Background: an optimization exercise with open tools, aiming at small area, a short achievable clock period and few clock cycles. Do not read the settings as production practice. RTL that was checked went through simulation tests only; none was proved equivalent to the original. For runs 1 and 2, only the layout was checked, not whether the RTL still works. Power is estimated from default activity; no workload was simulated.

===== flow/design.v =====
module fb_blit (
    input  wire        clk,
    input  wire        rst,
    input  wire        cmd_valid,
    output wire        cmd_ready,
    input  wire [7:0]  cmd_op,
    input  wire [2:0]  cmd_mode,
    input  wire [1:0]  cmd_color,
    input  wire [15:0] cmd_arg0,
    input  wire [15:0] cmd_arg1,
    input  wire [15:0] cmd_arg2,
    input  wire [15:0] cmd_arg3,
    input  wire [15:0] cmd_arg4,
    input  wire [15:0] cmd_arg5,
    output wire        res_re,
    output wire [15:0] res_addr,
    input  wire [7:0]  res_rdata,
    output wire        fb_re,
    output wire [9:0]  fb_raddr,
    input  wire [7:0]  fb_rdata,
    output reg         fb_we,
    output reg  [9:0]  fb_waddr,
    output reg  [7:0]  fb_wdata
);
    localparam [7:0] OP_BITMAP = 8'h40;
    localparam [7:0] OP_SPRITE = 8'h50;
    localparam [1:0] C_OR   = 2'd0;    
    localparam [1:0] C_CLR  = 2'd1;    
    localparam [1:0] C_XOR  = 2'd2;    
    localparam [1:0] C_MASK = 2'd3;    
    localparam [1:0] M_NONE = 2'd0;    
    localparam [1:0] M_SEP  = 2'd1;    
    localparam [1:0] M_PLUS = 2'd2;    
    localparam S_IDLE  = 0;
    localparam S_HDR0  = 1;     
    localparam S_HDR1  = 2;     
    localparam S_HDR2  = 3;     
    localparam S_GEO   = 4;     
    localparam S_LOOP  = 5;     
    localparam S_SWAP0 = 6;     
    localparam S_SWAP1 = 7;     
    localparam S_PLUSM = 8;     
    localparam S_PRE   = 9;     
    localparam S_RUN   = 10;    
    localparam S_DR1   = 11;
    localparam S_DR2   = 12;
    localparam NS      = 13;
    reg [NS-1:0] st;
    reg          busy;
    reg [15:0] ra, al;
    reg [1:0]  comb, mkind;
    reg        spr;
    reg [7:0]  w, h;
    reg [8:0]  x9, y9;            
    reg [7:0]  fc;                
    reg [7:0]  mf;                
    reg [5:0]  rc;                
    reg        aph;               
    reg [3:0]  pd1, pu1;          
    reg        td, tu;            
    reg [6:0]  dc;                
    reg [6:0]  dl;                
    reg        nul;               
    reg [3:0]  pg;                
    reg        dir, ph, first;
    reg        lastp, rv, rlast, lastc;
    reg [7:0]  s_rot;
    reg        c_go, c_wv, c_rv, c_first, c_up;
    reg [9:0]  wa1;
    reg [7:0]  scar, mcar;
    wire       masked = (mkind != M_NONE);
    wire       plus   = (mkind == M_PLUS);
    wire [2:0]  yo    = y9[2:0];
    wire        yz    = (yo != 3'd0);
    wire [5:0]  srow  = y9[8:3];                  
    wire        sneg  = srow[5];
    wire [5:0]  rows  = ({1'b0, h[7:3]}) + {5'd0, (h[2:0] != 3'd0)};
    wire [7:0]  ilo   = x9[8] ? (~x9[7:0] + 8'd1) : 8'd0;
    wire [5:0]  as_   = sneg ? (~srow + {5'd0, ~yz}) : 6'd0;    
    wire [15:0] wk    = plus ? {7'd0, w, 1'b0} : {8'd0, w};
    wire [15:0] iloK  = plus ? {7'd0, ilo, 1'b0} : {8'd0, ilo};
    wire [9:0]  xw    = {x9[8], x9} + {2'b00, w};
    wire [9:0]  yh    = {y9[8], y9} + {2'b00, h};
    wire        g_off = nul || (w == 8'd0) || (h == 8'd0) || xw[9] || (xw == 10'd0) ||
                        yh[9] || (yh == 10'd0);
    wire [6:0]  g_e   = {srow[5], srow} + {1'b0, rows} - 7'd1 + {6'd0, yz};   
    wire        g_big = !g_e[6] && (g_e[5:3] != 3'd0);                        
    wire [3:0]  g_phi = g_big ? 4'd7 : g_e[3:0];
    wire [3:0]  g_plo = sneg ? 4'd0 : {1'b0, srow[2:0]};
    wire [3:0]  g_pd0 = sneg ? (yz ? 4'hF : 4'd0) : {1'b0, srow[2:0]};
    wire        g_td  = yz && !g_big;
    wire [9:0]  xw1   = xw - 10'd1;
    wire [6:0]  g_dl  = (xw1[9:7] != 3'd0) ? 7'd127 : xw1[6:0];
    wire [6:0]  g_dc  = x9[8] ? 7'd0 : x9[6:0];
    wire        tdir   = dir ? tu : td;
    wire [3:0]  pnext  = dir ? pg - 4'd1 : pg + 4'd1;
    wire [3:0]  n_pg   = (!lastp || (yz && !tdir)) ? pnext : pg;
    wire        n_dir  = dir ^ lastp;
    wire [3:0]  pd1m   = pd1 - 4'd1;
    wire [3:0]  pu1p   = pu1 + 4'd1;
    wire        n_t    = n_dir ? tu : td;
    wire        n_last = (n_pg == (n_dir ? pu1 : pd1));
    wire        n_rl   = n_last || (n_t && (n_pg == (n_dir ? pu1p : pd1m)));
    wire        sph0   = masked && rv && !ph;         
    wire        f_last = (pg == pd1);
    wire        f_rl   = f_last || (td && ((pg + 4'd1) == pd1));
    wire        lp_more = (rc != 6'd0) || (fc != 8'd0);
    wire        lp_last = (rc != 6'd0) ? ((rc == 6'd1) && (fc == 8'd0))
                                        : ((rows == 6'd1) && (fc == 8'd1));
    wire [4:0]  rows1_in = res_rdata[7:3] - {4'd0, (res_rdata[2:0] == 3'd0)};
    wire        hd_more  = (rc != 6'd0) || (fc != 8'd0);
    reg  [15:0] opnd;
    reg         cin;
    wire o_one = st[S_HDR0] || st[S_PLUSM] || (st[S_RUN] && rlast && !plus);
    wire o_two = st[S_RUN] && rlast && plus;
    wire o_ilo = st[S_HDR1] || st[S_SWAP1] || (st[S_GEO] && !spr);
    wire o_wk  = st[S_HDR2] || st[S_LOOP] || (st[S_GEO] && spr) || (st[S_RUN] && !rlast);
    wire o_neg = st[S_RUN] && dir;
    always @(*) begin
        opnd = ({16{o_wk}} & (o_neg ? ~wk : wk)) | ({16{o_ilo}} & iloK) |
               {14'd0, o_two, o_one};
        cin  = st[S_HDR1] || (o_wk && o_neg);
    end
    wire [16:0] sum17 = {ra, 1'b1} + {opnd, cin};
    wire [15:0] sum   = sum17[16:1];
    wire        is_bmp  = (cmd_op == OP_BITMAP);
    wire        is_spr  = (cmd_op == OP_SPRITE);
    wire        mask_nz = (cmd_arg4 != 16'd0);
    wire [2:0]  mode_r  = (cmd_mode == 3'd5) ? (mask_nz ? 3'd3 : 3'd0) : cmd_mode;
    wire        b_zero  = (cmd_arg2 == 16'd0);
    wire        i_xfar  = cmd_arg0[15] ? (cmd_arg0[14:8] != 7'h7F) : (cmd_arg0[14:7] != 8'd0);
    wire        i_yfar  = cmd_arg1[15] ? (cmd_arg1[14:8] != 7'h7F) : (cmd_arg1[14:6] != 9'd0);
    wire        go      = !i_xfar && !i_yfar &&
                          ((is_bmp && cmd_color != 2'd3) ||
                           (is_spr && !(cmd_mode[2] && cmd_mode[1])));
    wire        i_nul   = b_zero || (is_spr && cmd_mode == 3'd3 && !mask_nz);
    assign cmd_ready = !busy;
    wire run = st[S_RUN];
    assign res_addr = ra;
    assign res_re   = busy;
    assign fb_raddr = {pg[2:0], dc};
    assign fb_re    = busy;
    wire [15:0] rr2   = {res_rdata, res_rdata} << yo;
    wire [7:0]  rrot  = rr2[15:8];                        
    wire [7:0]  lom   = 8'hFF << yo;
    wire [7:0]  s_r   = c_rv ? (masked ? s_rot : rrot) : 8'd0;
    wire [7:0]  m_r   = c_rv ? (masked ? rrot : 8'hFF) : 8'd0;
    wire [7:0]  curm  = c_up ? ~lom : lom;
    wire [7:0]  S     = (s_r & curm) | (c_first ? 8'd0 : scar);
    wire [7:0]  M     = (m_r & curm) | (c_first ? 8'd0 : mcar);
    reg  [7:0]  wd;
    always @(*) begin
        case (comb)
            C_OR:    wd = fb_rdata | S;
            C_CLR:   wd = fb_rdata & ~S;
            C_XOR:   wd = fb_rdata ^ S;
            default: wd = (fb_rdata & ~M) | S;
        endcase
    end
    always @(posedge clk) begin
        s_rot    <= rrot;
        wa1      <= {pg[2:0], dc};
        fb_waddr <= wa1;
        fb_wdata <= wd;
        fb_we    <= !rst && c_go && c_wv;
        if (c_go) begin
            scar <= s_r & ~curm;
            mcar <= m_r & ~curm;
        end
        c_go    <= !rst && run && !sph0;
        c_wv    <= !pg[3];
        c_rv    <= rv;
        c_first <= first;
        c_up    <= dir && yz;
    end
    wire        lp_end  = !lp_more || lp_last;       
    wire        g_loop  = spr ? (lp_more && !lp_last) : (as_ != 6'd0);
    wire        run_end = !sph0 && lastp && lastc;
    wire        to_swap0 = (mkind == M_SEP) && !aph;
    wire        to_swap1 = (mkind == M_SEP) && aph;
    wire        to_plusm = (mkind == M_PLUS);
    wire        to_run   = (mkind == M_NONE);
    reg [NS-1:0] nst;
    wire        acc     = st[S_IDLE] && cmd_valid && go;
    wire        sw0_lp  = (as_ != 6'd0) || (mf != 8'd0);
    wire        geo_ok  = st[S_GEO] && !g_off && !g_loop;
    wire        lp_fin  = st[S_LOOP] && lp_end;
    always @(*) begin
        nst[S_IDLE]  = (st[S_IDLE] && !acc) || (st[S_GEO] && g_off) || st[S_DR2];
        nst[S_HDR0]  = acc && is_spr;
        nst[S_HDR1]  = st[S_HDR0];
        nst[S_HDR2]  = st[S_HDR1];
        nst[S_GEO]   = st[S_HDR2] || (acc && !is_spr);
        nst[S_LOOP]  = (st[S_GEO] && !g_off && g_loop) || (st[S_LOOP] && !lp_end) ||
                       (st[S_SWAP0] && sw0_lp);
        nst[S_PRE]   = geo_ok && to_run;
        nst[S_SWAP0] = (geo_ok || lp_fin) && to_swap0;
        nst[S_SWAP1] = (lp_fin && to_swap1) || (st[S_SWAP0] && !sw0_lp);
        nst[S_PLUSM] = (geo_ok || lp_fin) && to_plusm;
        nst[S_RUN]   = (lp_fin && to_run) || st[S_SWAP1] || st[S_PLUSM] || st[S_PRE] ||
                       (st[S_RUN] && !run_end);
        nst[S_DR1]   = st[S_RUN] && run_end;
        nst[S_DR2]   = st[S_DR1];
    end
    wire        to_first = (st[S_LOOP] && lp_end && to_run) || st[S_SWAP1] || st[S_PLUSM] ||
                           st[S_PRE];
    always @(posedge clk) begin
        if (rst) begin
            st   <= {{(NS-1){1'b0}}, 1'b1};
            busy <= 1'b0;
        end else begin
            st   <= nst;
            busy <= !nst[S_IDLE];
        end
    end
    always @(posedge clk) begin
        if (st[S_IDLE]) begin
            ra    <= cmd_arg2;
            al    <= cmd_arg4;
            x9    <= cmd_arg0[8:0];
            y9    <= cmd_arg1[8:0];
            w     <= cmd_arg3[7:0];
            h     <= cmd_arg4[7:0];
            fc    <= is_spr ? cmd_arg3[7:0] : 8'd0;
            mf    <= cmd_arg5[7:0];
            spr   <= is_spr;
            nul   <= i_nul;
            aph   <= 1'b0;
            if (is_bmp) begin
                mkind <= M_NONE;
                case (cmd_color)
                    2'd0:    comb <= C_CLR;
                    2'd1:    comb <= C_OR;
                    default: comb <= C_XOR;
                endcase
            end else begin
                case (mode_r)
                    3'd0: begin comb <= C_MASK; mkind <= M_NONE; end
                    3'd1: begin comb <= C_OR;   mkind <= M_NONE; end
                    3'd2: begin comb <= C_CLR;  mkind <= M_NONE; end
                    3'd3: begin comb <= C_MASK; mkind <= M_SEP;  end
                    default: begin comb <= C_MASK; mkind <= M_PLUS; end
                endcase
            end
        end
        if (st[S_HDR0]) begin
            ra <= sum;                  
            rc <= as_;
        end
        if (st[S_HDR1]) begin
            ra <= sum;                  
            w  <= res_rdata;
        end
        if (st[S_HDR2]) begin
            h <= res_rdata;
            if (hd_more) begin
                ra <= sum;
                if (rc != 6'd0) begin
                    rc <= rc - 6'd1;
                end else begin
                    fc <= fc - 8'd1;
                    rc <= {1'b0, rows1_in};
                end
            end
        end
        if (st[S_GEO]) begin
            pd1 <= g_phi;
            pu1 <= g_plo;
            td  <= g_td;
            tu  <= yz && !sneg;
            dl  <= g_dl;
            dc  <= g_dc;
            pg  <= g_pd0;
            if (!spr) begin
                ra <= sum;              
                rc <= as_;
            end
        end
        if ((st[S_GEO] && spr) || st[S_LOOP]) begin
            if (lp_more) begin
                ra <= sum;
                if (rc != 6'd0) begin
                    rc <= rc - 6'd1;
                end else begin
                    fc <= fc - 8'd1;
                    rc <= rows - 6'd1;
                end
            end
        end
        if (st[S_SWAP0]) begin
            ra  <= al;
            al  <= ra;
            aph <= 1'b1;
            rc  <= as_;
            fc  <= mf;
        end
        if (st[S_SWAP1]) begin
            ra <= al;
            al <= sum;
        end
        if (st[S_PLUSM])
            al <= sum;
        if (to_first) begin
            dir   <= 1'b0;
            ph    <= 1'b0;
            first <= 1'b1;
            lastp <= f_last;
            rv    <= !(f_last && td);
            rlast <= f_rl;
            lastc <= (dc == dl);
        end
        if (st[S_RUN]) begin
            if (rv) begin
                if (masked) begin
                    ra <= al;
                    al <= sum;
                end else begin
                    ra <= sum;
                end
            end
            if (sph0) begin
                ph <= 1'b1;
            end else begin
                ph    <= 1'b0;
                pg    <= n_pg;
                dir   <= n_dir;
                first <= lastp;
                lastp <= n_last;
                rv    <= !(n_last && n_t);
                rlast <= n_rl;
                if (lastp) begin
                    dc    <= dc + 7'd1;
                    lastc <= (dc + 7'd1 == dl);
                end
            end
        end
    end
endmodule

===== flow/flow/run.sh =====
#!/bin/bash
# Standard layout with the smallest plain buffers on the ports; timing repair
# aims for 7.5 ns of setup slack.
set -euo pipefail
export BUFFER_PORTS_ARGS="-buffer_cell sky130_fd_sc_hd__buf_1"
export SETUP_SLACK_MARGIN=7.5
bash standard.sh > flow.log 2>&1

===== flow/standard.sh =====
#!/bin/bash
# synth_recipe.tcl (not shown) runs the flow's synth.tcl, then flattens the netlist and writes it again
# the make line also repeats each setting of config.mk as NAME=value (left out here)
make -C /OpenROAD-flow-scripts/flow DESIGN_CONFIG=/design/flow/config.mk WORK_HOME=/design/flow/orfs CLKGATE_MAP_FILE= SYNTH_SCRIPT=/design/flow/synth_recipe.tcl "${@:-finish}"

===== flow/config.mk =====
export PLATFORM = sky130hd
export DESIGN_NAME = fb_blit
export DESIGN_NICKNAME = fb_blit
export VERILOG_FILES = /design/flow/design.v
export SDC_FILE = /design/flow/constraint.sdc
export NUM_CORES = 4
export LEC_CHECK = 0
export CAP_MARGIN = 20
export CORE_MARGIN = 2
export CORE_UTILIZATION = 40
export SLEW_MARGIN = 20

===== flow/constraint.sdc =====
create_clock -name core_clock -period 12.0 [get_ports {clk}]
set_input_delay 2.4000 -clock core_clock [delete_from_list [all_inputs] [get_ports {clk}]]
set_output_delay 2.4000 -clock core_clock [all_outputs]
set_load 0.01 [all_outputs]

==> impl_metrics.yaml, run 1 <==
floorplan:
  die_y_um: 183.6
  ios: 176
  die_x_um: 183.6
  num_rows: 65
  die_area_um2: 33700
  start_util_pct: 40.78
  coreArea_um2: 31640
worst_setup_path:
  reg2reg_depth: 10
  worst_setup_path_end_kind: "register"
  crit_chain: "buf_1, mux4_2, mux2i_1, nor2_1, a21oi_1, nor2_1, a21oi_1, ha_1, nor2b_1, a21oi_1, a22oi_1"
  reg2reg_to: "st[6]"
  critPathArrivalTime_ns: 4.67
  path_buf_inv: 1
  crit_path_start_kind: "primary input"
  r2r_slack_ns: 7.80
  slowest_stage: "mux4_2"
  cp_max_fo: 7
  crit_top_cell: "a21oi_1"
  r2r-start: "y9[2]"
  critical_path_class: "in2reg"
  crit_required_ns: 12.45
  slowest_delay_ns: 0.54
  crit_family: "multiplexers"
power_and_ir_drop:
  p_sw_uw: 557.2
  p_clk_share_pct: 39.6
  cellInternalPower_mw: 1.348
  seq_power_share_pct: 42.5
  peakVddDrop_mv: 0.1171
  p_sw_share_pct: 29.24
  powerDensity_nw_per_um2: 129.5
  p_comb_share_pct: 18.0
  power_leakage_nw: 5.778
logic_synthesis:
  async_flop_share_pct: 0
  synthFlopType: "dfxtp_1"
  synth_commonest_cells: "nand2_1 (141), dfxtp_1 (120), nor2_1 (117)"
  yosysTopAreaCell: "edfxtp_1"
  synth_edf_count: 81
  syn_area_um2: 12900
  yosysMostFrequentCell: "nand2_1"
  yosysWarnings: 1
  postSynthAreaPerCell_um2: 9.053
  ys_types: 81
  yosys.area.top_type_share_pct: 18.86
  synthCells: 1425
  syn_nets: 1632
  yosys_register_bits: 201
  synthTopCellsByArea: "edfxtp_1 (19%), dfxtp_1 (19%), ha_1 (7.3%), xnor2_1 (4.3%), nand2_1 (4.1%)"
  yosysSeqAreaShare_pct: 37.48
cells_and_area:
  fill_cells: 3036
  drive_above_1_share_pct: 8.718
  syn2layout_area_growth_pct: 14.10
  seqCellArea_um2: 4842
  final_cell_count_no_fill: 1986
  multi_input_area_um2: 7560
  fin_nets: 1771
placed_design:
  place.gp.congestion: 0.9037
  dp_hpwl_mm: 27.25
  place_inst: 1936
  port_buffers: 159
detailed_routing:
  totalWireLength_mm: 36.61
  via_count: 11220
  ant_nets: 0
  remaining_drc_errors: 0
  drt_pass1_iterations: 5
  drtIter0Drc: 756
  vias_per_cell: 5.649
  wl_per_cell_um: 18.43
timing:
  slew_violations: 0
  hold_violations: 0
  fmax_ghz: 0.2364
  rsz0062_at_grt: "false"
  finalCriticalPeriod_ns: 4.230
  finalSetupViolCount: 0
  min_period_over_period_pct: 35.25
  worstMarginPinSlew_ns: 1.024
  fin_tns_setup_ns: 0
  max-slew-margin-rel_pct: 31.48
  fin_skew_ns: 0.01845
global_route:
  grt-ovfl-total: 0
  grtUsageMet2_pct: 34.94
  met3_usage_pct: 4.061
  use_met1_pct: 28.58
  grt_busiest_layer: "met2"
  grt_pass1_wl_mm: 56.77
  grt_max_degree: 70
  grt_pass1_vias: 10550
  track_usage_pct: 21.33
  grt_antenna_before_repair: 1
clock_network:
  cts_tree: "done"
  cts.clk_slew.worst_paths_ns: 0.05
  clk_path_buf_depth: 3
  htree_levels: 1
  cts_made_buffers: 25
  clk_latency_ns: 0.54
  root_buffer: "clkbuf_16"
  clock_sinks: 201
run_status:
  status: "finished clean"
hold_path:
  hp-start: "wa1[0]"
  hp-class: "reg2reg"
  worstHoldEndpoint: "fb_waddr[0]"
  hold_depth: 0
job:
  cap_violations: 0
state kept, by name, indices dropped and copies added, names as in the netlist, 9 cells and up:
name / flops
al: 16
fb_waddr: 10
ra: 16
st: 13
wa1: 10
x9: 9
y9: 9
cells by family after synthesis:
logic type               count (synthesis)  share of synthesized area [%]
AO/OA/AOI/OAI                          367                          18.87
buffers and inverters                  140                          4.229
multiplexers                            80                          7.333
flip-flops                             201                          37.48
XOR/XNOR                               107                          7.381
AND/OR/NAND/NOR                        451                          16.81
adder cells (fa/ha/maj)                 79                          7.895
worst register-to-register path, stage by stage, from the launching register on:
cell and delay [ns]:
edfxtp_1 0.70, nor3_2 0.78, ha_1 0.32, ha_1 0.19, and3_1 0.18, xnor2_1 0.10, or4_1 0.47, o21ai_0 0.43
o21ai_0 0.18, or4_4 0.48, a2111oi_4 0.29
cell type report:
class                      count  area share (%)
multi-input combinational   1084           51.36
sequential                   201           32.90
clock buffer                  34           4.828
timing repair buffer         169           4.565
tap                          402           3.417
inverter                      83           2.142
clock inverter                12          0.7735
antenna                        1         0.01700
stage by stage:
step           power [mW]  area (µm²)  hold slack (ns)  utilization (%)  setup WS (ns)
2_1_floorplan       1.062       12900           0.3096                -          7.736
3_3_place_gp        1.153       13830           0.3095            43.72          7.102
3_5_place_dp        1.161       13830           0.3121            43.72          7.146
4_1_cts             1.923       14670           0.3256            46.36          7.509
5_1_grt             2.000       14720           0.3349            46.53          7.530
6_report            1.905       14720           0.3249            46.53          7.770
cell usage in the layout, fill, tap and decap left out, types with 6 or more instances in the layout:
master     synthesis  layout
a221oi_1           8       8
clkbuf_16          0      26
a21o_1            15      15
xnor2_1           64      64
nor2_1           117     116
o211ai_1          25      25
nand2_1          141     141
dfxtp_1          120     116
or3_1              6       6
o311ai_0           6       6
or2_2              8       8
o21ai_0           92      91
mux4_2             8       8
nand3b_1           7       7
nand3_1           29      29
and3_1             9       9
a31oi_1           15      15
buf_4              4      10
o22ai_1           12      12
nor2b_1           14      13
a22oi_1            7       7
buf_1              6     159
mux2i_1           36      36
nand2b_1          24      24
nor4_1            25      25
xor2_1            41      41
ha_1              75      75
a21oi_1           96      96
nor3_1            31      30
a211oi_1          11      10
inv_1             82      80
mux2_2            36      36
o221a_2            7       7
edfxtp_1          81      81
a32oi_1            7       7
a221o_1            9       9
nand4_1           16      16
timing repair:
item / in CTS / in global routing
hold buffers: 0 / 0
setup endpoints to repair: 8 / 10
setup buffers: 0 / 3
resized for setup: 3 / 11
layer usage:
layer,wire (µm),vias to the layer above
li1,-,5523
met1,16210,5228
met2,16580,396
met3,2836,71
met4,976,0
met5,0,-
how the worst max path moves through the flow:
stage | to | start | cells past startpoint
detailed placement | al[14] | mkind[1] | 15
floorplan | fb_wdata[4] | res_rdata[5] | 10
global route | st[6] | y9[2] | 10
CTS | ra[15] | st[3] | 15
finish | fb_wdata[6] | res_rdata[7] | 11
global placement | al[14] | mkind[1] | 15
power by group through the flow:
stage / clock network [mW] / logic, mW / registers [mW]
after detailed placement: 0 / 0.339 / 0.823
after floorplan: 0 / 0.258 / 0.804
after global placement: 0 / 0.331 / 0.822
after global routing: 0.800 / 0.386 / 0.815
after CTS: 0.773 / 0.341 / 0.808
final: 0.754 / 0.343 / 0.809
==> inputs of run 2 (changes only) <==
==> flow/flow/run.sh (replaced) <==
#!/bin/bash
# Standard layout with the smallest plain buffers on the ports; timing repair
# aims for 7.0 ns of setup slack.
set -euo pipefail
export BUFFER_PORTS_ARGS="-buffer_cell sky130_fd_sc_hd__buf_1"
export SETUP_SLACK_MARGIN=7.0
bash standard.sh > flow.log 2>&1
==> impl_metrics.yaml, run 2 <==
power_and_ir_drop:
  cellInternalPower_mw: 1.348
  powerDensity_nw_per_um2: 130.1
  peakVddDrop_mv: 0.1164
  power_leakage_nw: 5.761
  p_clk_share_pct: 39.7
  seq_power_share_pct: 42.4
  p_sw_share_pct: 29.36
  p_sw_uw: 560.2
  p_comb_share_pct: 18.0
floorplan:
  ios: 176
  coreArea_um2: 31640
  die_area_um2: 33700
  die_x_um: 183.6
  die_y_um: 183.6
  num_rows: 65
  start_util_pct: 40.78
timing:
  fmax_ghz: 0.2210
  fin_tns_setup_ns: 0
  worstMarginPinSlew_ns: 0.9875
  finalSetupViolCount: 0
  max-slew-margin-rel_pct: 33.92
  finalCriticalPeriod_ns: 4.525
  min_period_over_period_pct: 37.71
  slew_violations: 0
  hold_violations: 0
  postLayoutSetupSlackWorst_ns: 7.475
  fin_skew_ns: 0.01973
  rsz0062_at_grt: "false"
detailed_routing:
  via_count: 11200
  drtIter0Drc: 802
  ant_nets: 0
  totalWireLength_mm: 36.64
  wl_per_cell_um: 18.48
  remaining_drc_errors: 0
  vias_per_cell: 5.649
  drt_pass1_iterations: 6
worst_setup_path:
  crit_chain: "inv_1, o21ai_0, nand3_1, inv_1, nor2_1, fa_1, nor2b_1, o21ai_0, a21boi_0, o211ai_1, a21oi_1, nor3_1, nor3_1, nor2_1, o31a_1"
  crit_family: "compound AO/OA/AOI/OAI gates"
  cp_max_fo: 11
  critPathArrivalTime_ns: 4.95
  critical_path_class: "reg2reg"
  slowest_stage: "dfxtp_1"
  startpoint: "st[10]"
  r2r_slack_ns: 7.48
  slowest_delay_ns: 0.55
  r2r-start: "st[10]"
  path_buf_inv: 2
  reg2reg_to: "ra[15]"
  crit_path_start_kind: "register"
  reg2reg_depth: 15
  worst_setup_path_end_kind: "register"
  crit_required_ns: 12.43
hold_path:
  hp-class: "reg2reg"
  hold_depth: 0
  worstHoldEndpoint: "fb_waddr[4]"
  hp-start: "wa1[4]"
placed_design:
  place.gp.congestion: 0.9037
  dp_hpwl_mm: 27.25
  place_inst: 1936
  dpl_worst_slack_ns: 7.146
  port_buffers: 159
logic_synthesis:
  yosysTopAreaCell: "edfxtp_1"
  synthCells: 1425
  yosysWarnings: 1
  yosys_register_bits: 201
  yosysSeqAreaShare_pct: 37.48
  synthTopCellsByArea: "edfxtp_1 (19%), dfxtp_1 (19%), ha_1 (7.3%), xnor2_1 (4.3%), nand2_1 (4.1%)"
  yosysMostFrequentCell: "nand2_1"
  async_flop_share_pct: 0
  synthFlopType: "dfxtp_1"
  synth_edf_count: 81
  synth_commonest_cells: "nand2_1 (141), dfxtp_1 (120), nor2_1 (117)"
  ys_types: 81
  yosys.area.top_type_share_pct: 18.86
  syn_nets: 1632
  postSynthAreaPerCell_um2: 9.053
  syn_area_um2: 12900
clock_network:
  cts_made_buffers: 25
  clk_latency_ns: 0.54
  post_cts_resized: 0
  clk_path_buf_depth: 3
  clock_sinks: 201
  cts_tree: "done"
  htree_levels: 1
  ctsHoldBuffers: 0
  root_buffer: "clkbuf_16"
  cts.clk_slew.worst_paths_ns: 0.06
  postCtsSetupRepairBufs: 0
global_route:
  grt-ovfl-total: 0
  grt_max_degree: 70
  grt_antenna_before_repair: 1
  grt_pass1_vias: 10550
  track_usage_pct: 21.33
  grt_pass1_wl_mm: 56.76
cells_and_area:
  reg.largest.list: "al x16, ra x16, st x13"
  syn2layout_area_growth_pct: 13.71
  fin_nets: 1768
  final_common_cell: "buf_1"
  drive_above_1_share_pct: 8.038
  final_cell_count_no_fill: 1983
  mostFrequentLayoutCells: "buf_1 (159), nand2_1 (141), dfxtp_1 (119)"
  fill_cells: 3035
job:
  cap_violations: 0
run_status:
  status: "finished clean"
## run 2: cell counts after synthesis
No cell type changed its count.
## run 2: metal layers
| layer | wire [µm] | part of all wire, % | GRT usage, % | vias up |
|---|---|---|---|---|
| met3 | 2494 | 6.8 | 4.061 | 66 |
| met1 | 16510 | 45 | 28.58 | 5264 |
| met4 | 981 | 2.7 | 6.368 | 0 |
| li1 | - | - | - | 5514 |
| met2 | 16650 | 45 | 34.94 | 358 |
| met5 | 0 | 0 | 0 | - |
## run 2: stage by stage
stage / hold WS [ns] / util [%] / cell area (µm²) / total power, mW
6_report: 0.3251 / 46.36 / 14670 / 1.908
5_1_grt: 0.3349 / 46.36 / 14670 / 2.000
4_1_cts: 0.3256 / 46.33 / 14660 / 1.922
3_5_place_dp: 0.3121 / 43.72 / 13830 / 1.161
3_3_place_gp: 0.3095 / 43.72 / 13830 / 1.153
2_1_floorplan: 0.3096 / - / 12900 / 1.062
## run 2: layout make-up
type,instances,area (µm²),area share [%]
repair buffers,166,649.4,4.427
well taps,402,503.0,3.429
flip-flops and latches,201,4838,32.99
multi-input cells,1084,7538,51.39
clock buffers,34,710.7,4.845
clock inverters,12,113.9,0.7763
diodes,1,2.502,0.01706
inverters,83,311.5,2.124
## run 2: worst max-delay path by stage
stage | to | slack, ns | cells past startpoint
2_1_floorplan | fb_wdata[4] | 7.74 | 10
3_3_place_gp | al[14] | 7.10 | 15
3_5_place_dp | al[14] | 7.15 | 15
4_1_cts | al[14] | 7.10 | 15
5_1_grt | ra[15] | 7.02 | 15
6_report | ra[15] | 7.48 | 15
## run 2: logic make-up (layout without fill, tap and decap cells)
group           Yosys count  count (layout)  share of synthesized area [%]
other cells               0               1                              0
simple gates            451             451                          16.81
fa+ha+maj                79              79                          7.895
flops                   201             201                          37.48
compound gates          367             367                          18.87
buf+inv                 140             295                          4.229
mux                      80              80                          7.333
xor+xnor                107             107                          7.381
## run 2: power by group through the flow
stage / sequential (mW) / combinational (mW) / clock, mW
final: 0.809 / 0.343 / 0.757
after global routing: 0.814 / 0.385 / 0.800
after CTS: 0.808 / 0.341 / 0.773
after detailed placement: 0.823 / 0.339 / 0
after global placement: 0.822 / 0.331 / 0
after floorplan: 0.804 / 0.258 / 0
==> inputs of run 3 (changes only) <==
--- a/flow/design.v
+++ b/flow/design.v
@@ -65,4 +65,5 @@
     reg        dir, ph, first;
     reg        lastp, rv, rlast, lastc;
+    reg        sd, su;            
     reg [7:0]  s_rot;
     reg        c_go, c_wv, c_rv, c_first, c_up;
@@ -103,6 +104,11 @@
     wire        n_rl   = n_last || (n_t && (n_pg == (n_dir ? pu1p : pd1m)));
     wire        sph0   = masked && rv && !ph;         
+    wire        merge  = masked && !rv && !lastc;
+    wire        r_rl   = merge ? (dir ? sd : su) : rlast;
+    wire        r_dir  = merge ? !dir : dir;
     wire        f_last = (pg == pd1);
     wire        f_rl   = f_last || (td && ((pg + 4'd1) == pd1));
+    wire [3:0]  f_pu0  = pd1 + {3'd0, yz && !td};    
+    wire        f_su   = (f_pu0 == pu1) || (tu && (f_pu0 == pu1 + 4'd1));
     wire        lp_more = (rc != 6'd0) || (fc != 8'd0);
     wire        lp_last = (rc != 6'd0) ? ((rc == 6'd1) && (fc == 8'd0))
@@ -112,9 +118,9 @@
     reg  [15:0] opnd;
     reg         cin;
-    wire o_one = st[S_HDR0] || st[S_PLUSM] || (st[S_RUN] && rlast && !plus);
-    wire o_two = st[S_RUN] && rlast && plus;
+    wire o_one = st[S_HDR0] || st[S_PLUSM] || (st[S_RUN] && r_rl && !plus);
+    wire o_two = st[S_RUN] && r_rl && plus;
     wire o_ilo = st[S_HDR1] || st[S_SWAP1] || (st[S_GEO] && !spr);
-    wire o_wk  = st[S_HDR2] || st[S_LOOP] || (st[S_GEO] && spr) || (st[S_RUN] && !rlast);
-    wire o_neg = st[S_RUN] && dir;
+    wire o_wk  = st[S_HDR2] || st[S_LOOP] || (st[S_GEO] && spr) || (st[S_RUN] && !r_rl);
+    wire o_neg = st[S_RUN] && r_dir;
     always @(*) begin
         opnd = ({16{o_wk}} & (o_neg ? ~wk : wk)) | ({16{o_ilo}} & iloK) |
@@ -309,4 +315,6 @@
             rlast <= f_rl;
             lastc <= (dc == dl);
+            sd    <= f_rl;
+            su    <= f_su;
         end
         if (st[S_RUN]) begin
@@ -318,9 +326,12 @@
                     ra <= sum;
                 end
+            end else if (merge) begin
+                ra <= al;
+                al <= sum;
             end
             if (sph0) begin
                 ph <= 1'b1;
             end else begin
-                ph    <= 1'b0;
+                ph    <= merge;
                 pg    <= n_pg;
                 dir   <= n_dir;
==> flow/flow/run.sh (replaced) <==
#!/bin/bash
# Standard layout with the smallest plain buffers on the ports; timing repair
# aims for 8.0 ns of setup slack.
set -euo pipefail
export BUFFER_PORTS_ARGS="-buffer_cell sky130_fd_sc_hd__buf_1"
export SETUP_SLACK_MARGIN=8.0
bash standard.sh > flow.log 2>&1
==> impl_metrics.yaml, run 3 <==
run_status:
  status: "finished clean"
logic_synthesis:
  synthCells: 1495
  synth_edf_count: 83
  synth_commonest_cells: "nand2_1 (150), dfxtp_1 (120), nor2_1 (102)"
  yosys_register_bits: 203
  synthTopCellsByArea: "edfxtp_1 (19%), dfxtp_1 (18%), ha_1 (7.1%), nand2_1 (4.2%), xnor2_1 (4.1%)"
  yosys.area.top_type_share_pct: 18.72
  syn_nets: 1703
  yosysSeqAreaShare_pct: 36.76
  yosysMostFrequentCell: "nand2_1"
  postSynthAreaPerCell_um2: 8.907
  syn_area_um2: 13320
  ys_types: 78
  yosysTopAreaCell: "edfxtp_1"
  yosysWarnings: 1
  async_flop_share_pct: 0
  synthFlopType: "dfxtp_1"
placed_design:
  placed_cell_area_um2: 14260
  place.gp.congestion: 0.8960
  dp_hpwl_mm: 28.80
  port_buffers: 159
cells_and_area:
  fin_util_pct: 48.23
  mostFrequentLayoutCells: "buf_1 (151), nand2_1 (150), dfxtp_1 (115)"
  drive_above_1_share_pct: 12.22
  fin_nets: 1859
  final_common_cell: "buf_1"
  finish.instance_area_um2: 15730
  syn2layout_area_growth_pct: 18.15
  fill_cells: 3157
  reg.largest.list: "al x16, ra x16, st x13"
power_and_ir_drop:
  peakVddDrop_mv: 0.09819
  powerDensity_nw_per_um2: 125.4
  power_leakage_nw: 6.378
clock_network:
  htree_levels: 1
  clock_sinks: 203
  cts.clk_slew.worst_paths_ns: 0.06
  clk_path_buf_depth: 3
  cts_tree: "done"
  clk_latency_ns: 0.54
  cts_made_buffers: 25
  ctsHoldBuffers: 0
  root_buffer: "clkbuf_16"
detailed_routing:
  remaining_drc_errors: 0
  drtIter0Drc: 995
  wl_per_cell_um: 18.92
  totalWireLength_mm: 39.99
  vias_per_cell: 5.640
  drt_pass1_iterations: 5
  ant_nets: 0
  via_count: 11920
timing:
  fin_skew_ns: 0.01233
  rsz0062_at_grt: "true"
  fin_tns_setup_ns: 0
  max-slew-margin-rel_pct: 23.03
  worstMarginPinSlew_ns: 1.155
  finalSetupViolCount: 0
  fmax_ghz: 0.2473
  min_period_over_period_pct: 33.69
  finalCriticalPeriod_ns: 4.043
  slew_violations: 0
  hold_violations: 0
worst_setup_path:
  crit_required_ns: 12.41
  critical_path_class: "reg2reg"
  critPathArrivalTime_ns: 4.45
  crit_chain: "nor2b_4, nor3_4, nand2b_1, o22ai_1, nand2_1, o21ai_2, or3_4, inv_2, fa_2, nor2b_4, o31a_1, o311a_1, o41ai_4, o2111ai_2, a21oi_2, xnor2_1, a21oi_1"
  slowest_delay_ns: 0.45
  worst_setup_path_end_kind: "register"
  crit_path_start_kind: "register"
  cp_max_fo: 19
  slowest_stage: "dfxtp_4"
  crit_top_cell: "nor2b_4"
floorplan:
  start_util_pct: 40.82
  coreArea_um2: 32620
  die_y_um: 186.5
  die_area_um2: 34760
  num_rows: 66
  ios: 176
  die_x_um: 186.5
global_route:
  grt-ovfl-total: 0
  grt_max_degree: 64
  track_usage_pct: 22.02
  grt_pass1_wl_mm: 61.47
  grt_antenna_before_repair: 3
  grt_pass1_vias: 11100
hold_path:
  hp-class: "reg2reg"
job:
  cap_violations: 0
[run 3: area by class of cell]
cell class,instances,area (µm²),share of cell area (%)
multi-input combinational,1138,8154,51.83
inverter,82,307.8,1.956
clock buffer,33,770.7,4.899
antenna,3,7.507,0.04772
tap,442,553.0,3.515
sequential,203,4908,31.20
timing repair buffer,201,955.9,6.076
clock inverter,12,75.07,0.4772
[run 3: through the flow]
stage | setup slack (ns) | total power [mW] | cells | hold WS [ns]
detailed placement | 7.128 | 1.188 | 2029 | 0.3128
finish | 7.957 | 1.973 | 2114 | 0.3254
floorplan | 7.816 | 1.086 | 1495 | 0.3096
global route | 7.823 | 2.069 | 2114 | 0.3319
global placement | 7.175 | 1.180 | 2029 | 0.3097
CTS | 8.005 | 1.965 | 2085 | 0.3273
[run 3: metal layers]
layer	share of wire, %	GRT usage, %
met4	2.9	7.540
met3	7.1	3.611
met5	0	0
met2	44	34.60
met1	46	30.76
[run 3: final timing paths]
check | slack, ns | start | cells past startpoint | to
setup / recovery | 7.96 | st[4] | 17 | al[15]
setup reg to reg | 7.96 | st[4] | 17 | al[15]
hold reg to reg | 0.33 | wa1[3] | 0 | fb_waddr[3]
hold / removal | 0.33 | wa1[3] | 0 | fb_waddr[3]
[run 3: cell families after synthesis]
group,after synthesis,share of synthesized area [%]
compound gates,373,18.28
xor+xnor,116,7.630
flops,203,36.76
simple gates,483,17.69
fa+ha+maj,80,7.743
mux,85,7.395
buf+inv,155,4.501
[run 3: critical path: cells and delay by family, from the launching register on]
family          cells  cell delay [ns]
buf+inv             1             0.07
fa+ha+maj           1             0.24
flops               1             0.45
xor+xnor            1             0.13
simple gates        6             1.23
compound gates      8             1.80
[run 3: power breakdown]
group | leakage, nW | switching, mW | internal, mW | total [mW]
clock network | 0.417 | 0.311 | 0.453 | 0.764
registers | 1.83 | 0.0540 | 0.765 | 0.819
logic | 4.13 | 0.216 | 0.175 | 0.391
[run 3: repair_timing]
item | CTS | global route
setup endpoints to repair | 30 | 25
setup buffers | 10 | 26
gates cloned | 1 | 0
resized for setup | 31 | 51
pin swaps | 5 | 35
Testbench counts of run 3, summed over its fixed seeds: cycles 33,382.
==> inputs of run 4 (changes only) <==
--- a/flow/config.mk
+++ b/flow/config.mk
@@ -8,4 +8,5 @@
 export CAP_MARGIN = 20
 export CORE_MARGIN = 2
-export CORE_UTILIZATION = 40
+export CORE_UTILIZATION = 70
+export CTS_BUF_LIST = sky130_fd_sc_hd__clkbuf_8
 export SLEW_MARGIN = 20
==> impl_metrics.yaml, run 4 <==
run_status:
  status: "finished clean"
worst_setup_path:
  crit_family: "multiplexers"
  crit_cells: 11
  path_buf_inv: 1
  reg2reg_depth: 17
  critical_path_class: "in2reg"
  critPathArrivalTime_ns: 4.44
  crit_required_ns: 12.46
  crit_end: "fb_wdata[6]"
  r2r-start: "mkind[1]"
  slowest_delay_ns: 0.51
  startpoint: "res_rdata[2]"
  worst_setup_path_end_kind: "register"
  r2r_slack_ns: 8.05
  crit_chain: "buf_2, mux4_2, mux2i_4, nand2_2, o211ai_1, nor2_1, a21oi_2, ha_1, nor2b_1, a21oi_1, a22oi_1"
  slowest_stage: "mux4_2"
  crit_path_start_kind: "primary input"
  cp_max_fo: 7
  reg2reg_to: "al[15]"
global_route:
  track_usage_pct: 37.26
  grt_pass1_wl_mm: 59.33
  grt_max_degree: 59
  grt_pass1_vias: 11650
  grt-ovfl-total: 0
  grt_antenna_before_repair: 0
floorplan:
  die_area_um2: 20140
  ios: 176
  die_y_um: 141.9
  start_util_pct: 71.18
  coreArea_um2: 18710
  die_x_um: 141.9
  num_rows: 50
power_and_ir_drop:
  seq_power_share_pct: 43.4
  peakVddDrop_mv: 0.1042
  p_comb_share_pct: 20.6
  cellInternalPower_mw: 1.313
  power_leakage_nw: 6.315
  p_clk_share_pct: 36.0
  p_sw_uw: 578.5
  powerDensity_nw_per_um2: 123.9
  p_sw_share_pct: 30.58
hold_path:
  hold_depth: 0
  hp-class: "reg2reg"
logic_synthesis:
  syn_area_um2: 13320
  synthCells: 1495
  yosys.area.top_type_share_pct: 18.72
  synthTopCellsByArea: "edfxtp_1 (19%), dfxtp_1 (18%), ha_1 (7.1%), nand2_1 (4.2%), xnor2_1 (4.1%)"
  async_flop_share_pct: 0
  postSynthAreaPerCell_um2: 8.907
  syn_nets: 1703
  synth_edf_count: 83
  synth_top_family_by_area: "compound AO/OA/AOI/OAI gates"
  yosysTopAreaCell: "edfxtp_1"
  synth_commonest_cells: "nand2_1 (150), dfxtp_1 (120), nor2_1 (102)"
  synth-xor-area-share_pct: 7.630
  synth-adder-area-share_pct: 7.743
  yosys_register_bits: 203
  ys_types: 78
  synth-compound-area-share_pct: 18.28
  yosysMostFrequentCell: "nand2_1"
  yosysSeqAreaShare_pct: 36.76
  synth-simple-area-share_pct: 17.69
  yosysWarnings: 1
  synth.area.mux_share_pct: 7.395
  synthFlopType: "dfxtp_1"
clock_network:
  root_buffer: "clkbuf_8"
  cts_tree: "done"
  clk_latency_ns: 0.54
  htree_levels: 2
  cts_made_buffers: 36
  clk_path_buf_depth: 3
  ctsHoldBuffers: 0
  clock_sinks: 203
  cts.clk_slew.worst_paths_ns: 0.06
placed_design:
  place.gp.congestion: 0.9412
  placed_cell_area_um2: 14000
  port_buffers: 159
  place_inst: 1821
  dp_hpwl_mm: 27.09
cells_and_area:
  reg.largest.list: "al x16, ra x16, st x13"
  final_common_cell: "buf_1"
  drive_above_1_share_pct: 11.58
  n_antenna_cell: 0
  seqCellArea_um2: 4907
  fin_nets: 1856
  final_cell_count_no_fill: 1910
  multi_input_area_um2: 8127
  mostFrequentLayoutCells: "buf_1 (151), nand2_1 (149), dfxtp_1 (114)"
  finish.instance_area_um2: 15260
  fin_util_pct: 81.59
  fill_cells: 1217
  syn2layout_area_growth_pct: 14.61
detailed_routing:
  vias_per_cell: 6.521
  via_count: 12460
  dr.max_layer_used: "met4"
  drtIter0Drc: 1291
  ant_nets: 0
  totalWireLength_mm: 38.53
  drt_pass1_iterations: 6
  remaining_drc_errors: 0
  wl_per_cell_um: 20.17
  met3_length_mm: 3.400
  wl_met1_mm: 14.98
  wl_met2_mm: 18.09
timing:
  finalCriticalPeriod_ns: 3.982
  min_period_over_period_pct: 33.18
  slew_violations: 0
  fin_tns_setup_ns: 0
  max-slew-margin-rel_pct: 18.35
  hold_violations: 0
  fin_skew_ns: 0.01435
  worstMarginPinSlew_ns: 1.225
  finalSetupViolCount: 0
  rsz0062_at_grt: "true"
  fmax_ghz: 0.2512
job:
  cap_violations: 0
run 4: cell counts after synthesis:
Identical to the previous run, type by type.
run 4: what timing repair did:
item / 4_1_cts / 5_1_grt
resized for setup: 31 / 62
gates cloned: 1 / 0
endpoints found under the setup margin: 32 / 24
hold endpoints to repair: 0 / 0
pin swaps: 8 / 14
setup buffers: 13 / 9
run 4: logic make-up after synthesis:
family,after synthesis
DFF,203
muxes,85
adders and majority gates,80
buffers and inverters,155
AOI/OAI and AO/OA,373
and+or+nand+nor,483
xor gates and xnor gates,116
run 4: worst min-delay path by stage:
stage,startpoint,endpoint,slack [ns]
6_report,wa1[9],fb_waddr[9],0.32
5_1_grt,wa1[9],fb_waddr[9],0.33
4_1_cts,wa1[5],fb_waddr[5],0.33
3_5_place_dp,wa1[5],fb_waddr[5],0.31
3_3_place_gp,wa1[9],fb_waddr[9],0.31
2_1_floorplan,wa1[0],fb_waddr[0],0.31
run 4: routing by layer:
metal,vias to the layer above,track usage (%)
met2,682,59.89
li1,5786,-
met3,173,6.345
met4,0,20.00
met5,-,0
met1,5814,48.33
run 4: metrics by stage:
step	worst slack, ns	power [mW]	hold WS (ns)
6_report	8.018	1.892	0.3249
5_1_grt	7.920	1.968	0.3298
4_1_cts	8.000	1.864	0.3273
2_1_floorplan	7.816	1.086	0.3096
3_5_place_dp	7.210	1.187	0.3143
3_3_place_gp	7.247	1.170	0.3101
run 4: layout make-up:
class / instances / share of cell area, %
clock buffer: 44 / 3.968
clock inverter: 22 / 1.000
inverter: 82 / 2.017
multi-input combinational: 1138 / 53.25
sequential: 203 / 32.16
tap: 234 / 1.919
timing repair buffer: 187 / 5.690
run 4: power groups by stage:
stage / clock, mW / combinational, mW / sequential (mW)
floorplan: 0 / 0.275 / 0.811
finish: 0.681 / 0.389 / 0.821
CTS: 0.680 / 0.367 / 0.817
global placement: 0 / 0.341 / 0.829
detailed placement: 0 / 0.357 / 0.831
global route: 0.714 / 0.428 / 0.826
==> inputs of run 5 (changes only) <==
==> flow/flow/run.sh (replaced) <==
#!/bin/bash
# Standard layout with the smallest plain buffers on the ports; timing repair
# aims for 8.3 ns of setup slack.
set -euo pipefail
export BUFFER_PORTS_ARGS="-buffer_cell sky130_fd_sc_hd__buf_1"
export SETUP_SLACK_MARGIN=8.3
bash standard.sh > flow.log 2>&1
--- a/flow/config.mk
+++ b/flow/config.mk
@@ -8,5 +8,5 @@
 export CAP_MARGIN = 20
 export CORE_MARGIN = 2
-export CORE_UTILIZATION = 70
+export CORE_UTILIZATION = 60
 export CTS_BUF_LIST = sky130_fd_sc_hd__clkbuf_8
 export SLEW_MARGIN = 20
==> impl_metrics.yaml, run 5 <==
run_status:
  status: "finished clean"
worst_setup_path:
  critical_path_class: "reg2reg"
  startpoint: "mkind[1]"
  r2r-start: "mkind[1]"
  crit_chain: "nor2_4, nor4b_4, or2_4, buf_4, xor2_2, o22ai_2, ha_1, a21o_1, a311o_1, a21o_1, a21o_1, o211ai_1, buf_4, o211ai_1, mux2i_1, nand3_1"
  slowest_delay_ns: 0.49
  crit_required_ns: 12.42
  critPathArrivalTime_ns: 4.25
  crit_path_start_kind: "register"
  worst_setup_path_end_kind: "register"
  cp_max_fo: 6
  slowest_stage: "edfxtp_1"
  crit_top_cell: "a21o_1"
logic_synthesis:
  ys_types: 78
  synthFlopType: "dfxtp_1"
  yosysWarnings: 1
  synthTopCellsByArea: "edfxtp_1 (19%), dfxtp_1 (18%), ha_1 (7.1%), nand2_1 (4.2%), xnor2_1 (4.1%)"
  synth_edf_count: 83
  yosysSeqAreaShare_pct: 36.76
  postSynthAreaPerCell_um2: 8.907
  yosys.area.top_type_share_pct: 18.72
  yosysMostFrequentCell: "nand2_1"
  synthCells: 1495
  synth_commonest_cells: "nand2_1 (150), dfxtp_1 (120), nor2_1 (102)"
  yosysTopAreaCell: "edfxtp_1"
  syn_nets: 1703
  async_flop_share_pct: 0
  syn_area_um2: 13320
  yosys_register_bits: 203
floorplan:
  die_x_um: 153.0
  die_area_um2: 23400
  die_y_um: 153.0
  num_rows: 54
  coreArea_um2: 21820
  ios: 176
  start_util_pct: 61.01
timing:
  fmax_ghz: 0.2609
  slew_violations: 0
  worstMarginPinSlew_ns: 0.9979
  rsz0062_at_grt: "true"
  hold_violations: 0
  fin_skew_ns: 0.04354
  fin_worst_hold_slack_ns: 0.3247
  finalCriticalPeriod_ns: 3.832
  finalSetupViolCount: 0
  min_period_over_period_pct: 31.93
  max-slew-margin-rel_pct: 33.16
  fin_tns_setup_ns: 0
global_route:
  met3_usage_pct: 6.011
  grtUsageMet2_pct: 53.49
  grt-ovfl-total: 0
  grt_max_degree: 56
  grt_pass1_vias: 11720
  grt_busiest_layer: "met2"
  track_usage_pct: 32.49
  use_met1_pct: 41.96
  grt_antenna_before_repair: 0
  grt_pass1_wl_mm: 61.30
clock_network:
  htree_levels: 2
  cts_made_buffers: 37
  cts_tree: "done"
  cts.clk_slew.worst_paths_ns: 0.06
  clock_sinks: 203
  clk_path_buf_depth: 3
  root_buffer: "clkbuf_8"
  clk_latency_ns: 0.55
detailed_routing:
  via_count: 12380
  drtIter0Drc: 931
  drt_pass1_iterations: 8
  remaining_drc_errors: 0
  vias_per_cell: 6.145
  totalWireLength_mm: 39.37
  ant_nets: 0
  wl_per_cell_um: 19.54
placed_design:
  port_buffers: 159
  dp_hpwl_mm: 27.42
  place.gp.congestion: 0.8980
  placed_cell_area_um2: 14130
power_and_ir_drop:
  p_clk_share_pct: 33.0
  p_comb_share_pct: 23.2
  power_leakage_nw: 6.695
  p_sw_share_pct: 31.04
  powerDensity_nw_per_um2: 116.7
  p_sw_uw: 580.7
  cellInternalPower_mw: 1.290
  peakVddDrop_mv: 0.08443
  seq_power_share_pct: 43.8
cells_and_area:
  fin_nets: 1915
  n_antenna_cell: 0
  fin_util_pct: 73.48
  finish.instance_area_um2: 16040
  reg.largest.list: "al x16, ra x16, st x13"
  drive_above_1_share_pct: 16.60
  mostFrequentLayoutCells: "buf_1 (151), nand2_1 (149), dfxtp_1 (113)"
  syn2layout_area_growth_pct: 20.43
  final_common_cell: "buf_1"
job:
  cap_violations: 0
hold_path:
  hp-start: "wa1[6]"
  hp-class: "reg2reg"
-- run 5: cell counts after synthesis --
Identical to the previous run, type by type.
-- run 5: area by class of cell --
class,count,area [µm²]
fill,1697,5788
clock inverter,25,102.6
sequential,203,4911
tap,280,350.3
inverter,82,307.8
timing repair buffer,245,1403
multi-input combinational,1138,8383
clock buffer,42,578.1
-- run 5: worst paths after layout --
check                endpoint  slack, ns  cells after the start
setup reg to reg       al[14]       8.17                     16
hold / removal    fb_waddr[6]       0.32                      0
hold reg to reg   fb_waddr[6]       0.32                      0
setup / recovery       al[14]       8.17                     16
-- run 5: cells by family after synthesis --
group           count (synthesis)  synth area share (%)
compound gates                373                 18.28
xor+xnor                      116                 7.630
fa+ha+maj                      80                 7.743
buf+inv                       155                 4.501
flops                         203                 36.76
mux                            85                 7.395
simple gates                  483                 17.69
-- run 5: routing by layer --
layer  wire [µm]  share of wire (%)
met1       16270                 41
met2       18270                 46
met3        3183                8.1
met4        1652                4.2
met5           0                  0
-- run 5: what timing repair did --
| item | 4_1_cts | 5_1_grt |
|---|---|---|
| gates resized for setup | 99 | 44 |
| setup buffers | 62 | 18 |
| hold buffers | 0 | 0 |
| endpoints found under the setup margin | 39 | 46 |
| gates cloned | 1 | 0 |
| pin swaps | 40 | 33 |
-- run 5: power groups by stage --
stage / Combinational (mW) / Clock [mW] / Sequential [mW]
6_report: 0.434 / 0.617 / 0.819
5_1_grt: 0.480 / 0.654 / 0.824
4_1_cts: 0.407 / 0.625 / 0.817
3_5_place_dp: 0.355 / 0 / 0.831
3_3_place_gp: 0.346 / 0 / 0.830
2_1_floorplan: 0.278 / 0 / 0.811
-- run 5: per-stage QoR --
stage | setup slack (ns) | total power, mW | instances
final | 8.168 | 1.871 | 2015
after global routing | 8.036 | 1.958 | 2015
after CTS | 8.198 | 1.848 | 1996
after detailed placement | 7.197 | 1.186 | 1866
after global placement | 7.218 | 1.176 | 1866
after floorplan | 7.817 | 1.088 | 1495
-- run 5: critical path: cells and delay by family, from the launching register on --
| family | cells | cell delay (ns) |
|---|---|---|
| buf+inv | 2 | 0.35 |
| xor+xnor | 1 | 0.19 |
| mux | 1 | 0.20 |
| fa+ha+maj | 1 | 0.28 |
| compound gates | 7 | 1.52 |
| simple gates | 4 | 0.71 |
| flops | 1 | 0.49 |
==> inputs of run 6 (changes only) <==
==> flow/flow/run.sh (replaced) <==
#!/bin/bash
# Standard layout with the smallest plain buffers on the ports; timing repair
# aims for 8.0 ns of setup slack.
set -euo pipefail
export BUFFER_PORTS_ARGS="-buffer_cell sky130_fd_sc_hd__buf_1"
export SETUP_SLACK_MARGIN=8.0
bash standard.sh > flow.log 2>&1
--- a/flow/config.mk
+++ b/flow/config.mk
@@ -10,3 +10,4 @@
 export CORE_UTILIZATION = 60
 export CTS_BUF_LIST = sky130_fd_sc_hd__clkbuf_8
+export CTS_CLUSTER_SIZE = 25
 export SLEW_MARGIN = 20
==> impl_metrics.yaml, run 6 <==
run_status:
  status: "finished clean"
global_route:
  track_usage_pct: 31.08
  grt_max_degree: 47
  grt_pass1_vias: 11210
  grt-ovfl-total: 0
  grt_antenna_before_repair: 1
  grt_pass1_wl_mm: 58.64
detailed_routing:
  drtIter0Drc: 892
  remaining_drc_errors: 0
  wl_per_cell_um: 19.09
  via_count: 12040
  drt_pass1_iterations: 5
  totalWireLength_mm: 37.59
  vias_per_cell: 6.114
  ant_nets: 0
timing:
  worstMarginPinSlew_ns: 1.141
  finalCriticalPeriod_ns: 3.905
  fmax_ghz: 0.2561
  rsz0062_at_grt: "true"
  finalSetupViolCount: 0
  fin_skew_ns: 0.02099
  hold_violations: 0
  min_period_over_period_pct: 32.54
  slew_violations: 0
  fin_tns_setup_ns: 0
  max-slew-margin-rel_pct: 23.93
placed_design:
  place.gp.congestion: 0.9003
  port_buffers: 159
  dp_hpwl_mm: 27.18
worst_setup_path:
  slowest_stage: "mux4_2"
  path_buf_inv: 1
  critical_path_class: "in2reg"
  r2r_slack_ns: 8.11
  worst_setup_path_end_kind: "register"
  crit_chain: "buf_4, mux4_2, mux2i_4, o21ai_0, a32oi_1, ha_1, nand2b_1, a32oi_1"
  startpoint: "res_rdata[2]"
  crit_top_cell: "a32oi_1"
  r2r-start: "mkind[1]"
  crit_required_ns: 12.43
  crit_family: "multiplexers"
  slowest_delay_ns: 0.54
  crit_path_start_kind: "primary input"
  reg2reg_depth: 17
  critPathArrivalTime_ns: 4.34
  reg2reg_to: "ra[12]"
  cp_max_fo: 7
logic_synthesis:
  synthFlopType: "dfxtp_1"
  syn_nets: 1703
  yosysSeqAreaShare_pct: 36.76
  synth_commonest_cells: "nand2_1 (150), dfxtp_1 (120), nor2_1 (102)"
  async_flop_share_pct: 0
  yosysMostFrequentCell: "nand2_1"
  synth_edf_count: 83
  postSynthAreaPerCell_um2: 8.907
  yosysTopAreaCell: "edfxtp_1"
  synthCells: 1495
  syn_area_um2: 13320
  yosysWarnings: 1
  synthTopCellsByArea: "edfxtp_1 (19%), dfxtp_1 (18%), ha_1 (7.1%), nand2_1 (4.2%), xnor2_1 (4.1%)"
  ys_types: 78
  yosys_register_bits: 203
  yosys.area.top_type_share_pct: 18.72
cells_and_area:
  mostFrequentLayoutCells: "buf_1 (151), nand2_1 (150), dfxtp_1 (115)"
  fin_nets: 1865
  final_common_cell: "buf_1"
  reg.largest.list: "al x16, ra x16, st x13"
  drive_above_1_share_pct: 12.03
  fin_util_pct: 70.57
  syn2layout_area_growth_pct: 15.66
hold_path:
  hold_depth: 0
  hp-class: "reg2reg"
  hp-start: "wa1[3]"
  worstHoldEndpoint: "fb_waddr[3]"
floorplan:
  die_y_um: 153.0
  num_rows: 54
  ios: 176
  die_area_um2: 23400
  coreArea_um2: 21820
  start_util_pct: 61.01
  die_x_um: 153.0
clock_network:
  cts.clk_slew.worst_paths_ns: 0.06
  clk_latency_ns: 0.53
  root_buffer: "clkbuf_8"
  cts_tree: "done"
  clk_path_buf_depth: 3
  htree_levels: 2
  cts_made_buffers: 38
  ctsHoldBuffers: 0
  clock_sinks: 203
power_and_ir_drop:
  peakVddDrop_mv: 0.08694
  powerDensity_nw_per_um2: 123.0
  power_leakage_nw: 6.380
job:
  cap_violations: 0
[run 6: layout make-up]
cell class | count | area [µm²]
diodes | 2 | 5.005
clock buffers | 49 | 674.4
clock inverters | 21 | 121.4
fillers | 1804 | 6424
inverters | 82 | 307.8
multi-input cells | 1138 | 8083
flip-flops and latches | 203 | 4911
well taps | 280 | 350.3
repair buffers | 194 | 947.2
[run 6: worst max-delay path by stage]
| stage | slack [ns] | cells past startpoint | endpoint |
|---|---|---|---|
| 2_1_floorplan | 7.82 | 10 | fb_wdata[2] |
| 3_3_place_gp | 7.12 | 15 | ra[15] |
| 3_5_place_dp | 7.10 | 15 | ra[15] |
| 4_1_cts | 8.01 | 17 | al[15] |
| 5_1_grt | 7.81 | 17 | al[15] |
| 6_report | 8.10 | 8 | fb_wdata[5] |
[run 6: cells by family (layout without fill, tap and decap cells)]
kind of cell / after synthesis / after routing / share of synthesized area (%)
buffers and inverters: 155 / 346 / 4.501
flip-flops: 203 / 203 / 36.76
adder cells (fa/ha/maj): 80 / 80 / 7.743
XOR/XNOR: 116 / 116 / 7.630
other: 0 / 2 / 0
AO/OA/AOI/OAI: 373 / 373 / 18.28
AND/OR/NAND/NOR: 483 / 484 / 17.69
multiplexers: 85 / 85 / 7.395
[run 6: worst reg2reg max path, cell delays in order (launching register included)]
cell      delay [ns]
edfxtp_1        0.46
nor2_2          0.19
buf_6           0.13
nor4b_4         0.05
or2_4           0.26
buf_4           0.15
buf_4           0.13
xor2_1          0.15
o22ai_1         0.18
ha_1            0.30
a21o_1          0.18
a311o_1         0.37
a21o_1          0.18
a21o_1          0.19
o211ai_1        0.24
nand2_1         0.15
o32ai_2         0.33
o31ai_1         0.12
[run 6: repair_timing]
item	4_1_cts	5_1_grt
setup buffers	13	16
pin swaps	6	14
resized for setup	32	57
cloned	1	0
setup endpoints to repair	33	27
[run 6: layer usage]
layer  share of wire, %  GRT usage, %
met2                 46         50.61
met3                7.8         5.841
met4                2.8         11.24
met1                 43         41.61
met5                  0             0
[run 6: metrics by stage]
step	area [µm²]	instances	hold WS, ns	power [mW]	setup WS, ns
finish	15400	1969	0.3246	1.894	8.095
global route	15400	1968	0.3282	1.982	7.814
CTS	15080	1950	0.3276	1.885	8.007
detailed placement	14050	1866	0.3128	1.185	7.099
global placement	14050	1866	0.3101	1.175	7.122
floorplan	13360	1495	0.3096	1.086	7.816
[run 6: power breakdown]
| group | leakage [nW] | internal [mW] | switching (mW) | total [mW] |
|---|---|---|---|---|
| sequential | 1.83 | 0.765 | 0.0544 | 0.819 |
| clock | 0.450 | 0.390 | 0.304 | 0.694 |
| combinational | 4.10 | 0.171 | 0.209 | 0.381 |
==> inputs of run 7 (changes only) <==
--- a/flow/config.mk
+++ b/flow/config.mk
@@ -10,4 +10,3 @@
 export CORE_UTILIZATION = 60
 export CTS_BUF_LIST = sky130_fd_sc_hd__clkbuf_8
-export CTS_CLUSTER_SIZE = 25
 export SLEW_MARGIN = 20
==> impl_metrics.yaml, run 7 <==
run_status:
  status: "finished clean"
worst_setup_path:
  cp_max_fo: 7
  critical_path_class: "in2reg"
  r2r_slack_ns: 8.11
  crit_required_ns: 12.43
  reg2reg_to: "ra[12]"
  worst_setup_path_end_kind: "register"
  crit_path_start_kind: "primary input"
  reg2reg_depth: 17
  r2r-start: "mkind[1]"
  critPathArrivalTime_ns: 4.34
detailed_routing:
  drt_pass1_iterations: 5
  wl_per_cell_um: 19.09
  via_count: 12040
  vias_per_cell: 6.114
  totalWireLength_mm: 37.59
  ant_nets: 0
  remaining_drc_errors: 0
  drtIter0Drc: 892
timing:
  max-slew-margin-rel_pct: 23.93
  fin_skew_ns: 0.02099
  worstMarginPinSlew_ns: 1.141
  finalCriticalPeriod_ns: 3.905
  slew_violations: 0
  fmax_ghz: 0.2561
  finalSetupViolCount: 0
  hold_violations: 0
  fin_tns_setup_ns: 0
  min_period_over_period_pct: 32.54
  rsz0062_at_grt: "true"
  fin_worst_hold_slack_ns: 0.3246
cells_and_area:
  drive_above_1_share_pct: 12.03
  final_cell_count_no_fill: 1969
  syn2layout_area_growth_pct: 15.66
  fin_nets: 1865
  mostFrequentLayoutCells: "buf_1 (151), nand2_1 (150), dfxtp_1 (115)"
  reg.largest.list: "al x16, ra x16, st x13"
  fill_cells: 1804
  final_common_cell: "buf_1"
  seqCellArea_um2: 4911
  fin_util_pct: 70.57
  multi_input_area_um2: 8083
floorplan:
  ios: 176
  die_x_um: 153.0
  die_y_um: 153.0
  coreArea_um2: 21820
  die_area_um2: 23400
  start_util_pct: 61.01
  num_rows: 54
clock_network:
  cts_tree: "done"
  cts.clk_slew.worst_paths_ns: 0.06
  root_buffer: "clkbuf_8"
  cts_made_buffers: 38
  htree_levels: 2
  clock_sinks: 203
  ctsHoldBuffers: 0
  clk_path_buf_depth: 3
  clk_latency_ns: 0.53
global_route:
  grt_pass1_wl_mm: 58.64
  grt_antenna_before_repair: 1
  grt_max_degree: 47
  grt_pass1_vias: 11210
  track_usage_pct: 31.08
  grt-ovfl-total: 0
logic_synthesis:
  postSynthAreaPerCell_um2: 8.907
  synthTopCellsByArea: "edfxtp_1 (19%), dfxtp_1 (18%), ha_1 (7.1%), nand2_1 (4.2%), xnor2_1 (4.1%)"
  yosysWarnings: 1
  synthFlopType: "dfxtp_1"
  synth_edf_count: 83
  synth-simple-area-share_pct: 17.69
  syn_nets: 1703
  ys_types: 78
  synth_commonest_cells: "nand2_1 (150), dfxtp_1 (120), nor2_1 (102)"
  yosysSeqAreaShare_pct: 36.76
  async_flop_share_pct: 0
  synth-adder-area-share_pct: 7.743
  syn_area_um2: 13320
  synthCells: 1495
  yosysMostFrequentCell: "nand2_1"
  yosys.area.top_type_share_pct: 18.72
  synth-compound-area-share_pct: 18.28
  synth-xor-area-share_pct: 7.630
  yosys_register_bits: 203
  synth.area.mux_share_pct: 7.395
  yosysTopAreaCell: "edfxtp_1"
  synth_top_family_by_area: "compound AO/OA/AOI/OAI gates"
placed_design:
  dp_hpwl_mm: 27.18
  place.gp.congestion: 0.9003
  port_buffers: 159
  place_inst: 1866
hold_path:
  hold_depth: 0
  worstHoldEndpoint: "fb_waddr[3]"
  hp-start: "wa1[3]"
  hp-class: "reg2reg"
job:
  cap_violations: 0
power_and_ir_drop:
  peakVddDrop_mv: 0.08694
  power_leakage_nw: 6.380
  powerDensity_nw_per_um2: 123.0
## run 7: routing by layer
layer | track usage, % | vias to the layer above | routed length (µm)
li1 | - | 5803 | -
met1 | 41.61 | 5670 | 16220
met2 | 50.61 | 484 | 17400
met3 | 5.841 | 82 | 2918
met4 | 11.24 | 0 | 1057
met5 | 0 | - | 0
## run 7: cell families (layout without fill, tap and decap cells)
family | after synthesis | in the layout
compound gates | 373 | 373
xor+xnor | 116 | 116
fa+ha+maj | 80 | 80
buf+inv | 155 | 346
flops | 203 | 203
mux | 85 | 85
other cells | 0 | 2
simple gates | 483 | 484
## run 7: how the worst max path moves through the flow
stage / startpoint / endpoint / cells past startpoint
4_1_cts: mkind[0] / al[15] / 17
3_5_place_dp: st[4] / ra[15] / 15
6_report: res_rdata[2] / fb_wdata[5] / 8
3_3_place_gp: st[4] / ra[15] / 15
2_1_floorplan: res_rdata[5] / fb_wdata[2] / 10
5_1_grt: mkind[0] / al[15] / 17
## run 7: report_power, final
part | switching [mW] | leakage [nW] | total [mW] | internal, mW
Clock | 0.304 | 0.450 | 0.694 | 0.390
Combinational | 0.209 | 4.10 | 0.381 | 0.171
Sequential | 0.0544 | 1.83 | 0.819 | 0.765
## run 7: cell type report
cell class                      instances  area share [%]
Clock buffer                           49           4.379
Clock inverter                         21          0.7881
Sequential cell                       203           31.89
Multi-Input combinational cell       1138           52.49
Inverter                               82           1.999
Tap cell                              280           2.275
Timing Repair Buffer                  194           6.150
Antenna cell                            2         0.03250
## run 7: repair_timing
action	CTS	global route
resized for setup	32	57
endpoints found under the setup margin	33	27
pin swaps	6	14
buffers inserted	13	16
cloned	1	0
## run 7: stage by stage
stage / instance area (µm²) / power [mW] / worst slack, ns
floorplan: 13360 / 1.086 / 7.816
finish: 15400 / 1.894 / 8.095
detailed placement: 14050 / 1.185 / 7.099
global placement: 14050 / 1.175 / 7.122
CTS: 15080 / 1.885 / 8.007
global route: 15400 / 1.982 / 7.814
## run 7: critical path, stage by stage
cell and delay [ns]:
buf_4 0.14, mux4_2 0.54, mux2i_4 0.23, o21ai_0 0.15
a32oi_1 0.29, ha_1 0.28, nand2b_1 0.14, a32oi_1 0.17

-- afterwards: timing with drivers on the ports --
The results above use ideal ports. As a check the final layouts listed here were re-extracted and re-timed, cells and wires unchanged. Step 1 (the two cells are an assumption about what drives the block):
set clk [get_ports {clk}]
set_driving_cell -lib_cell sky130_fd_sc_hd__clkbuf_16 $clk
set_driving_cell -lib_cell sky130_fd_sc_hd__buf_2 [delete_from_list [all_inputs] $clk]
Step 2 times the ports against the registers' clock, not the clock port: input delays grow and output delays shrink by t, the midpoint of the rising clock arrivals with the driver on. Three values: no drivers, after step 1, after step 2; two values: the first two.
| run | shift t [ns] | setup slack, ns | worst hold slack (ns) | slew at the worst register clock pin (ns) |
|---|---|---|---|---|
| run 1 | 0.581 | 7.770 / 7.764 / 7.184 | 0.325 / 0.325 / 0.325 | 0.07 / 0.07 |
| run 2 | 0.581 | 7.475 / 7.475 / 7.208 | 0.325 / 0.325 / 0.325 | 0.07 / 0.07 |
| run 3 | 0.577 | 7.957 / 7.957 / 7.491 | 0.325 / 0.325 / 0.325 | 0.06 / 0.06 |
| run 4 | 0.581 | 8.018 / 8.016 / 7.435 | 0.325 / 0.325 / 0.325 | 0.07 / 0.07 |
| run 5 | 0.573 | 8.168 / 8.168 / 7.610 | 0.325 / 0.325 / 0.325 | 0.07 / 0.07 |
| run 6 | 0.568 | 8.095 / 8.100 / 7.533 | 0.325 / 0.325 / 0.325 | 0.07 / 0.07 |
| run 7 | 0.568 | 8.095 / 8.100 / 7.533 | 0.325 / 0.325 / 0.325 | 0.07 / 0.07 |
After both steps every run listed still meets setup and hold. The setup slack of run 1, which loses most, moves by -0.006 ns with the drivers and by -0.586 ns with both steps.
